This is an optimization exercise on Yosys and OpenROAD, whose aim is small area, a short achievable clock period and few clock cycles, not a production implementation. Where RTL was checked, it was by simulation tests only, not by an equivalence proof against the original. Power figures rest on the tool's default switching activity, not on a simulated workload.

Setup of the previous run:
==> flow/design.v (excerpt) <==
module trb_render (
    input  wire        clk,
    input  wire        rst,           
    input  wire        start,         
    input  wire [31:0] xscroll,       
    input  wire [31:0] yscroll,       
    input  wire        transp,        
    input  wire        sheet_valid,
    input  wire [31:0] sheet_dim,     
    output wire        busy,
    output reg         done,
    output wire        err,
    output wire [3:0]  errcode,
    output reg         tile_rd,
    output wire [11:0] tile_addr,
    input  wire [33:0] tile_rdata,    
    output reg         idx_rd,
    output reg  [11:0] idx_addr,
    input  wire [1:0]  idx_rdata,
    output reg         fb_we,
    output reg  [9:0]  fb_addr,
    output reg  [7:0]  fb_wdata
);
Size in the first run: roughly 440 cells after synthesis, roughly 130 flip-flops, about 190 I/O pins.
==> module trb_render, before the edit <==
module trb_render (
    input  wire        clk,
    input  wire        rst,           
    input  wire        start,         
    input  wire [31:0] xscroll,       
    input  wire [31:0] yscroll,       
    input  wire        transp,        
    input  wire        sheet_valid,
    input  wire [31:0] sheet_dim,     
    output wire        busy,
    output reg         done,
    output wire        err,
    output wire [3:0]  errcode,
    output reg         tile_rd,
    output wire [11:0] tile_addr,
    input  wire [33:0] tile_rdata,    
    output reg         idx_rd,
    output reg  [11:0] idx_addr,
    input  wire [1:0]  idx_rdata,
    output reg         fb_we,
    output reg  [9:0]  fb_addr,
    output reg  [7:0]  fb_wdata
);
    reg busy_r, idle_r, chk;
    assign busy = busy_r;
    wire accept = start & idle_r;
    reg [9:0] sw;
    reg       tr;
    reg       err_r, ec1_r, ec0_r;
    assign err     = err_r;
    assign errcode = {1'b0, err_r, ec1_r, ec0_r};
    reg       vG;
    reg [5:0] px;
    reg [2:0] x, y;
    reg [5:0] tx, ty;
    reg       nt0, nt1, nt2, nt3;    
    assign tile_addr = {ty, tx};
    reg       v1, vI, vD, lastW;
    reg [2:0] x1, y1, sx, sy;    
    reg [1:0] dbits;
    reg [31:0] color;
    wire       eol     = (px == 6'd39);
    wire       xw      = (x == 3'd7);
    wire       next_nt = eol | xw;
    wire       advG    = vG & ~(next_nt & (nt0 | nt1));
    wire [5:0] tx_d    = eol ? (xw ? 6'd60 : 6'd59) : {5'd0, xw};
    wire lastD = vD & (fb_addr == 10'd958);
    wire kill  = lastD | (chk & err_r);
    reg [7:0] subc;
    always @(*) begin
        case (idx_rdata)
            2'd0: subc = color[7:0];
            2'd1: subc = color[15:8];
            2'd2: subc = color[23:16];
            default: subc = color[31:24];
        endcase
    end
    wire [1:0] dnow = nt1 ? tile_rdata[33:32] : dbits;
    always @(posedge clk) begin
        if (idle_r) begin
            sw    <= sheet_dim[9:0];
            tr    <= transp;
            err_r <= ~sheet_valid | (sheet_dim[15:3] == 13'd0) | (sheet_dim[31:19] == 13'd0);
            ec1_r <= sheet_valid & ((sheet_dim[15:3] == 13'd0) | (sheet_dim[31:19] == 13'd0));
            ec0_r <= ~sheet_valid;
            x     <= xscroll[2:0];
            tx    <= xscroll[8:3];
            y     <= yscroll[2:0];
            ty    <= yscroll[8:3];
            px    <= 6'd0;
            fb_addr <= 10'h3FF;
        end else begin
            if (advG) begin
                x  <= x + 3'd1;
                tx <= tx + tx_d;
                if (eol) begin
                    px <= 6'd0;
                    y  <= y + 3'd1;
                    if (y == 3'd7) ty <= ty + 6'd1;
                end else begin
                    px <= px + 6'd1;
                end
            end
            if (vD) fb_addr <= fb_addr + 10'd1;
        end
        x1 <= x;  y1 <= y;
        sx <= x1 ^ {3{dnow[0]}};
        sy <= y1 ^ {3{dnow[1]}};
        nt2 <= nt1; nt3 <= nt2;
        if (nt1) dbits <= tile_rdata[33:32];
        if (nt3) color <= tile_rdata[31:0];
        idx_addr <= sy * sw + {9'd0, sx};
        fb_wdata <= subc;
    end
    always @(posedge clk) begin
        if (rst) begin
            busy_r <= 1'b0; idle_r <= 1'b1; chk <= 1'b0; done <= 1'b0;
            vG <= 1'b0; v1 <= 1'b0; vI <= 1'b0; vD <= 1'b0; lastW <= 1'b0;
            nt0 <= 1'b0; nt1 <= 1'b0;
            tile_rd <= 1'b0; idx_rd <= 1'b0; fb_we <= 1'b0;
        end else begin
            chk   <= accept;
            lastW <= lastD;
            done  <= (chk & err_r) | lastW;
            if (accept) begin
                busy_r <= 1'b1; idle_r <= 1'b0;
            end else if ((chk & err_r) | lastW) begin
                busy_r <= 1'b0; idle_r <= 1'b1;
            end
            fb_we <= vD & ~(tr & (subc == 8'hFF));
            if (kill) begin
                vG <= 1'b0; v1 <= 1'b0; vI <= 1'b0; idx_rd <= 1'b0; vD <= 1'b0;
                nt0 <= 1'b0; nt1 <= 1'b0; tile_rd <= 1'b0;
            end else begin
                if (accept) vG <= 1'b1;
                nt0 <= accept | (advG & next_nt);
                nt1 <= nt0;
                tile_rd <= accept | (advG & next_nt) | nt1;
                v1 <= advG;
                vI <= v1;
                idx_rd <= vI;
                vD <= idx_rd;
            end
        end
    end
endmodule
export LEC_CHECK = 0
export CAP_MARGIN = 20
export CORE_MARGIN = 2
export CORE_UTILIZATION = 40
export CTS_BUF_LIST = sky130_fd_sc_hd__clkbuf_4 sky130_fd_sc_hd__clkbuf_8
export SLEW_MARGIN = 20
create_clock -name core_clock -period 10.0 [get_ports {clk}]
standard.sh (not shown) runs the stock make flow with config.mk's settings and CLKGATE_MAP_FILE= SYNTH_SCRIPT=/design/flow/synth_recipe.tcl, a recipe that flattens the netlist after the stock synthesis.
==> flow/flow/run.sh <==
#!/bin/bash
set -euo pipefail
export BUFFER_PORTS_ARGS="-buffer_cell sky130_fd_sc_hd__buf_1"
export SETUP_SLACK_MARGIN=6.95
bash standard.sh > standard.log 2>&1
Testbench counts of the previous run, summed over its fixed seeds: cycles 62,952.
Setup changes, the previous run to the current run
--- a/flow/design.v
+++ b/flow/design.v
@@ -62,28 +62,15 @@
             tr    <= transp;
             err_r <= ~sheet_valid | (sheet_dim[15:3] == 13'd0) | (sheet_dim[31:19] == 13'd0);
             ec1_r <= sheet_valid & ((sheet_dim[15:3] == 13'd0) | (sheet_dim[31:19] == 13'd0));
             ec0_r <= ~sheet_valid;
-            x     <= xscroll[2:0];
-            tx    <= xscroll[8:3];
-            y     <= yscroll[2:0];
-            ty    <= yscroll[8:3];
-            px    <= 6'd0;
-            fb_addr <= 10'h3FF;
-        end else begin
-            if (advG) begin
-                x  <= x + 3'd1;
-                tx <= tx + tx_d;
-                if (eol) begin
-                    px <= 6'd0;
-                    y  <= y + 3'd1;
-                    if (y == 3'd7) ty <= ty + 6'd1;
-                end else begin
-                    px <= px + 6'd1;
-                end
-            end
-            if (vD) fb_addr <= fb_addr + 10'd1;
         end
+        x  <= idle_r ? xscroll[2:0] : x + {2'd0, advG};
+        tx <= idle_r ? xscroll[8:3] : tx + (advG ? tx_d : 6'd0);
+        y  <= idle_r ? yscroll[2:0] : y + {2'd0, advG & eol};
+        ty <= idle_r ? yscroll[8:3] : ty + {5'd0, advG & eol & (y == 3'd7)};
+        px <= (idle_r | (advG & eol)) ? 6'd0 : px + {5'd0, advG};
+        fb_addr <= idle_r ? 10'h3FF : fb_addr + {9'd0, vD};
         x1 <= x;  y1 <= y;
         sx <= x1 ^ {3{dnow[0]}};
         sy <= y1 ^ {3{dnow[1]}};
         nt2 <= nt1; nt3 <= nt2;
Findings:
After synthesis and placement, the instance count of the current run is below that of the previous run.
The number of clock buffer instances in the layout reported for the current run is greater than that of the previous run by 2.
On setup slack of the critical path after layout, the lower figure sits with the previous run, not the current run.
Taking the previous run as the reference, in the current run length of routed met2 wiring now sits lower, total length of routed met3 wires decreased by 4.7% relative to the old numbers, maximum number of pins on one net before global-route repair shows a reduction of 8, final critical path time including I/O delays and setup has decreased.
Cell area reported after detailed placement went down by a few percent going from the previous run to the current run.
Sort the current run and the previous run by share of cell area taken by flip-flops and latches desc -> top: the previous run
Part of the power in combinational logic (the current run over the previous run): decrease, 1.6 points
As of the current run, total of fill cells in the finished design had fallen slightly compared to the previous run.
Non-clock buffer instance count of the final layout: lower on the current run
The met3 global-route usage number comes out higher for the current run vs the previous run.
Going from the previous run to the current run, the post-synthesis sequential area ratio was found to have gone down by 1.8 points.
Testbench counts of the current run, summed over its fixed seeds: cycles 62,952.


PW:
trb_render with an RTL version that a note above also has.
Size in the first run: roughly 440 cells after synthesis, ~130 flip-flops, about 190 I/O pins, about 5500 um^2 of cells after synthesis.
==> module trb_render, before the edit <==
module trb_render (
    input  wire        clk,
    input  wire        rst,           
    input  wire        start,         
    input  wire [31:0] xscroll,       
    input  wire [31:0] yscroll,       
    input  wire        transp,        
    input  wire        sheet_valid,
    input  wire [31:0] sheet_dim,     
    output wire        busy,
    output reg         done,
    output wire        err,
    output wire [3:0]  errcode,
    output reg         tile_rd,
    output wire [11:0] tile_addr,
    input  wire [33:0] tile_rdata,    
    output reg         idx_rd,
    output reg  [11:0] idx_addr,
    input  wire [1:0]  idx_rdata,
    output reg         fb_we,
    output reg  [9:0]  fb_addr,
    output reg  [7:0]  fb_wdata
);
    reg busy_r, idle_r, chk;
    assign busy = busy_r;
    wire accept = start & idle_r;
    reg [9:0] sw;
    reg       tr;
    reg       err_r, ec1_r, ec0_r;
    assign err     = err_r;
    assign errcode = {1'b0, err_r, ec1_r, ec0_r};
    reg       vG;
    reg [5:0] px;
    reg [2:0] x, y;
    reg [5:0] tx, ty;
    reg       nt0, nt1, nt2, nt3;    
    assign tile_addr = {ty, tx};
    reg       v1, vI, vD, lastW;
    reg [2:0] x1, y1, sx, sy;    
    reg [1:0] dbits;
    reg [31:0] color;
    wire       eol     = (px == 6'd39);
    wire       xw      = (x == 3'd7);
    wire       next_nt = eol | xw;
    wire       advG    = vG & ~(next_nt & (nt0 | nt1));
    wire [5:0] tx_d    = eol ? (xw ? 6'd60 : 6'd59) : {5'd0, xw};
    wire lastD = vD & (fb_addr == 10'd958);
    wire kill  = lastD | (chk & err_r);
    reg [7:0] subc;
    always @(*) begin
        case (idx_rdata)
            2'd0: subc = color[7:0];
            2'd1: subc = color[15:8];
            2'd2: subc = color[23:16];
            default: subc = color[31:24];
        endcase
    end
    wire [1:0] dnow = nt1 ? tile_rdata[33:32] : dbits;
    always @(posedge clk) begin
        if (idle_r) begin
            sw    <= sheet_dim[9:0];
            tr    <= transp;
            err_r <= ~sheet_valid | (sheet_dim[15:3] == 13'd0) | (sheet_dim[31:19] == 13'd0);
            ec1_r <= sheet_valid & ((sheet_dim[15:3] == 13'd0) | (sheet_dim[31:19] == 13'd0));
            ec0_r <= ~sheet_valid;
        end
        x  <= idle_r ? xscroll[2:0] : x + {2'd0, advG};
        tx <= idle_r ? xscroll[8:3] : tx + (advG ? tx_d : 6'd0);
        y  <= idle_r ? yscroll[2:0] : y + {2'd0, advG & eol};
        ty <= idle_r ? yscroll[8:3] : ty + {5'd0, advG & eol & (y == 3'd7)};
        px <= (idle_r | (advG & eol)) ? 6'd0 : px + {5'd0, advG};
        fb_addr <= idle_r ? 10'h3FF : fb_addr + {9'd0, vD};
        x1 <= x;  y1 <= y;
        sx <= x1 ^ {3{dnow[0]}};
        sy <= y1 ^ {3{dnow[1]}};
        nt2 <= nt1; nt3 <= nt2;
        if (nt1) dbits <= tile_rdata[33:32];
        if (nt3) color <= tile_rdata[31:0];
        idx_addr <= sy * sw + {9'd0, sx};
        fb_wdata <= subc;
    end
    always @(posedge clk) begin
        if (rst) begin
            busy_r <= 1'b0; idle_r <= 1'b1; chk <= 1'b0; done <= 1'b0;
            vG <= 1'b0; v1 <= 1'b0; vI <= 1'b0; vD <= 1'b0; lastW <= 1'b0;
            nt0 <= 1'b0; nt1 <= 1'b0;
            tile_rd <= 1'b0; idx_rd <= 1'b0; fb_we <= 1'b0;
        end else begin
            chk   <= accept;
            lastW <= lastD;
            done  <= (chk & err_r) | lastW;
            if (accept) begin
                busy_r <= 1'b1; idle_r <= 1'b0;
            end else if ((chk & err_r) | lastW) begin
                busy_r <= 1'b0; idle_r <= 1'b1;
            end
            fb_we <= vD & ~(tr & (subc == 8'hFF));
            if (kill) begin
                vG <= 1'b0; v1 <= 1'b0; vI <= 1'b0; idx_rd <= 1'b0; vD <= 1'b0;
                nt0 <= 1'b0; nt1 <= 1'b0; tile_rd <= 1'b0;
            end else begin
                if (accept) vG <= 1'b1;
                nt0 <= accept | (advG & next_nt);
                nt1 <= nt0;
                tile_rd <= accept | (advG & next_nt) | nt1;
                v1 <= advG;
                vI <= v1;
                idx_rd <= vI;
                vD <= idx_rd;
            end
        end
    end
endmodule
export LEC_CHECK = 0
export CAP_MARGIN = 20
export CORE_MARGIN = 2
export CORE_UTILIZATION = 40
export SLEW_MARGIN = 20
create_clock -name core_clock -period 10.0 [get_ports {clk}]
==> flow/flow/run.sh <==
#!/bin/bash
set -euo pipefail
export BUFFER_PORTS_ARGS="-buffer_cell sky130_fd_sc_hd__buf_1"
export SETUP_SLACK_MARGIN=6.95
export CTS_ARGS="-sink_clustering_enable -repair_clock_nets -dont_use_dummy_load -buf_list {sky130_fd_sc_hd__clkbuf_4 sky130_fd_sc_hd__clkbuf_8}"
bash standard.sh > standard.log 2>&1
Testbench counts of PW, summed over its fixed seeds: cycles 62,952.
> inputs changed (PW -> JK)
--- a/flow/design.v
+++ b/flow/design.v
@@ -38,22 +38,24 @@
     reg       v1, vI, vD, lastW;
     reg [2:0] x1, y1, sx, sy;    
     reg [1:0] dbits;
     reg [31:0] color;
+    reg [3:0]  is255;                
     wire       eol     = (px == 6'd39);
     wire       xw      = (x == 3'd7);
     wire       next_nt = eol | xw;
     wire       advG    = vG & ~(next_nt & (nt0 | nt1));
     wire [5:0] tx_d    = eol ? (xw ? 6'd60 : 6'd59) : {5'd0, xw};
     wire lastD = vD & (fb_addr == 10'd958);
     wire kill  = lastD | (chk & err_r);
     reg [7:0] subc;
+    reg       sub255;
     always @(*) begin
         case (idx_rdata)
-            2'd0: subc = color[7:0];
-            2'd1: subc = color[15:8];
-            2'd2: subc = color[23:16];
-            default: subc = color[31:24];
+            2'd0: begin subc = color[7:0];   sub255 = is255[0]; end
+            2'd1: begin subc = color[15:8];  sub255 = is255[1]; end
+            2'd2: begin subc = color[23:16]; sub255 = is255[2]; end
+            default: begin subc = color[31:24]; sub255 = is255[3]; end
         endcase
     end
     wire [1:0] dnow = nt1 ? tile_rdata[33:32] : dbits;
     always @(posedge clk) begin
@@ -74,9 +76,13 @@
         sx <= x1 ^ {3{dnow[0]}};
         sy <= y1 ^ {3{dnow[1]}};
         nt2 <= nt1; nt3 <= nt2;
         if (nt1) dbits <= tile_rdata[33:32];
-        if (nt3) color <= tile_rdata[31:0];
+        if (nt3) begin
+            color <= tile_rdata[31:0];
+            is255 <= {&tile_rdata[31:24], &tile_rdata[23:16],
+                      &tile_rdata[15:8],  &tile_rdata[7:0]};
+        end
         idx_addr <= sy * sw + {9'd0, sx};
         fb_wdata <= subc;
     end
     always @(posedge clk) begin
@@ -93,9 +99,9 @@
                 busy_r <= 1'b1; idle_r <= 1'b0;
             end else if ((chk & err_r) | lastW) begin
                 busy_r <= 1'b0; idle_r <= 1'b1;
             end
-            fb_we <= vD & ~(tr & (subc == 8'hFF));
+            fb_we <= vD & ~(tr & sub255);
             if (kill) begin
                 vG <= 1'b0; v1 <= 1'b0; vI <= 1'b0; idx_rd <= 1'b0; vD <= 1'b0;
                 nt0 <= 1'b0; nt1 <= 1'b0; tile_rd <= 1'b0;
             end else begin
## What came out
- Growth of design area from synthesis to finish, JK and PW: lower on JK
- Changes observed in JK relative to PW: total clock buffers created by CTS has remained practically unchanged; critical path depth comparable.
- PW reports its timing startpoint of the critical path as fb_addr[1]$_SDFF_PP1_ while JK reports ty[2]$_DFF_P_.
- JK ends up with a sequential share of layout area that is 0.41 points higher than in PW.
- Delta (JK minus PW): y dimension of the die picked up an extra 1.6%, tightest slew margin relative to the limit picked up an extra 9.6 points.
- Across both runs, share of the clock period used by the worst path was higher for JK than for PW.
- JK vs PW on die area: JK is the higher one.
- Delta (JK minus PW): compound-gate portion of the synthesized area flat; flip-flop and latch count up 3.1%; total detailed-routing wirelength up 580 um; combinational share of power down 0.9 points.
- Of JK and PW, the run reporting the lower worst-case setup margin in the final layout was JK.
- Transition at the pin with the smallest max-transition slack (JK over PW): decrease, 0.14 ns
Only the layout flow was run in JK; the RTL was not checked for function there.

re-timing with driven ports:
The flow's constraints put no driver on any port. The routed layouts listed below were extracted and timed again, unchanged, in two steps.
Step 1, drivers: a clkbuf_16 drives clk and a buf_2 each remaining input, both assumed.
Step 2, shift: input delay + t, output delay - t, t = (earliest + latest rising clock arrival at the registers) / 2. This alone moves slack from input paths to output paths.
Three values: no drivers, after step 1, after step 2; two values: the first two.
run	t (ns)	setup slack, ns	pins driven straight from the clock port
the previous run	0.476	6.965 / 6.928 / 6.572	1
the current run	0.454	7.019 / 6.984 / 6.649	1
PW	0.451	7.023 / 6.986 / 6.658	1
JK	0.458	7.004 / 6.971 / 6.842	1
After both steps every run listed still meets setup and hold. For the previous run, which loses most, drivers alone change the setup slack by -0.037 ns; drivers and shift together by -0.393 ns.
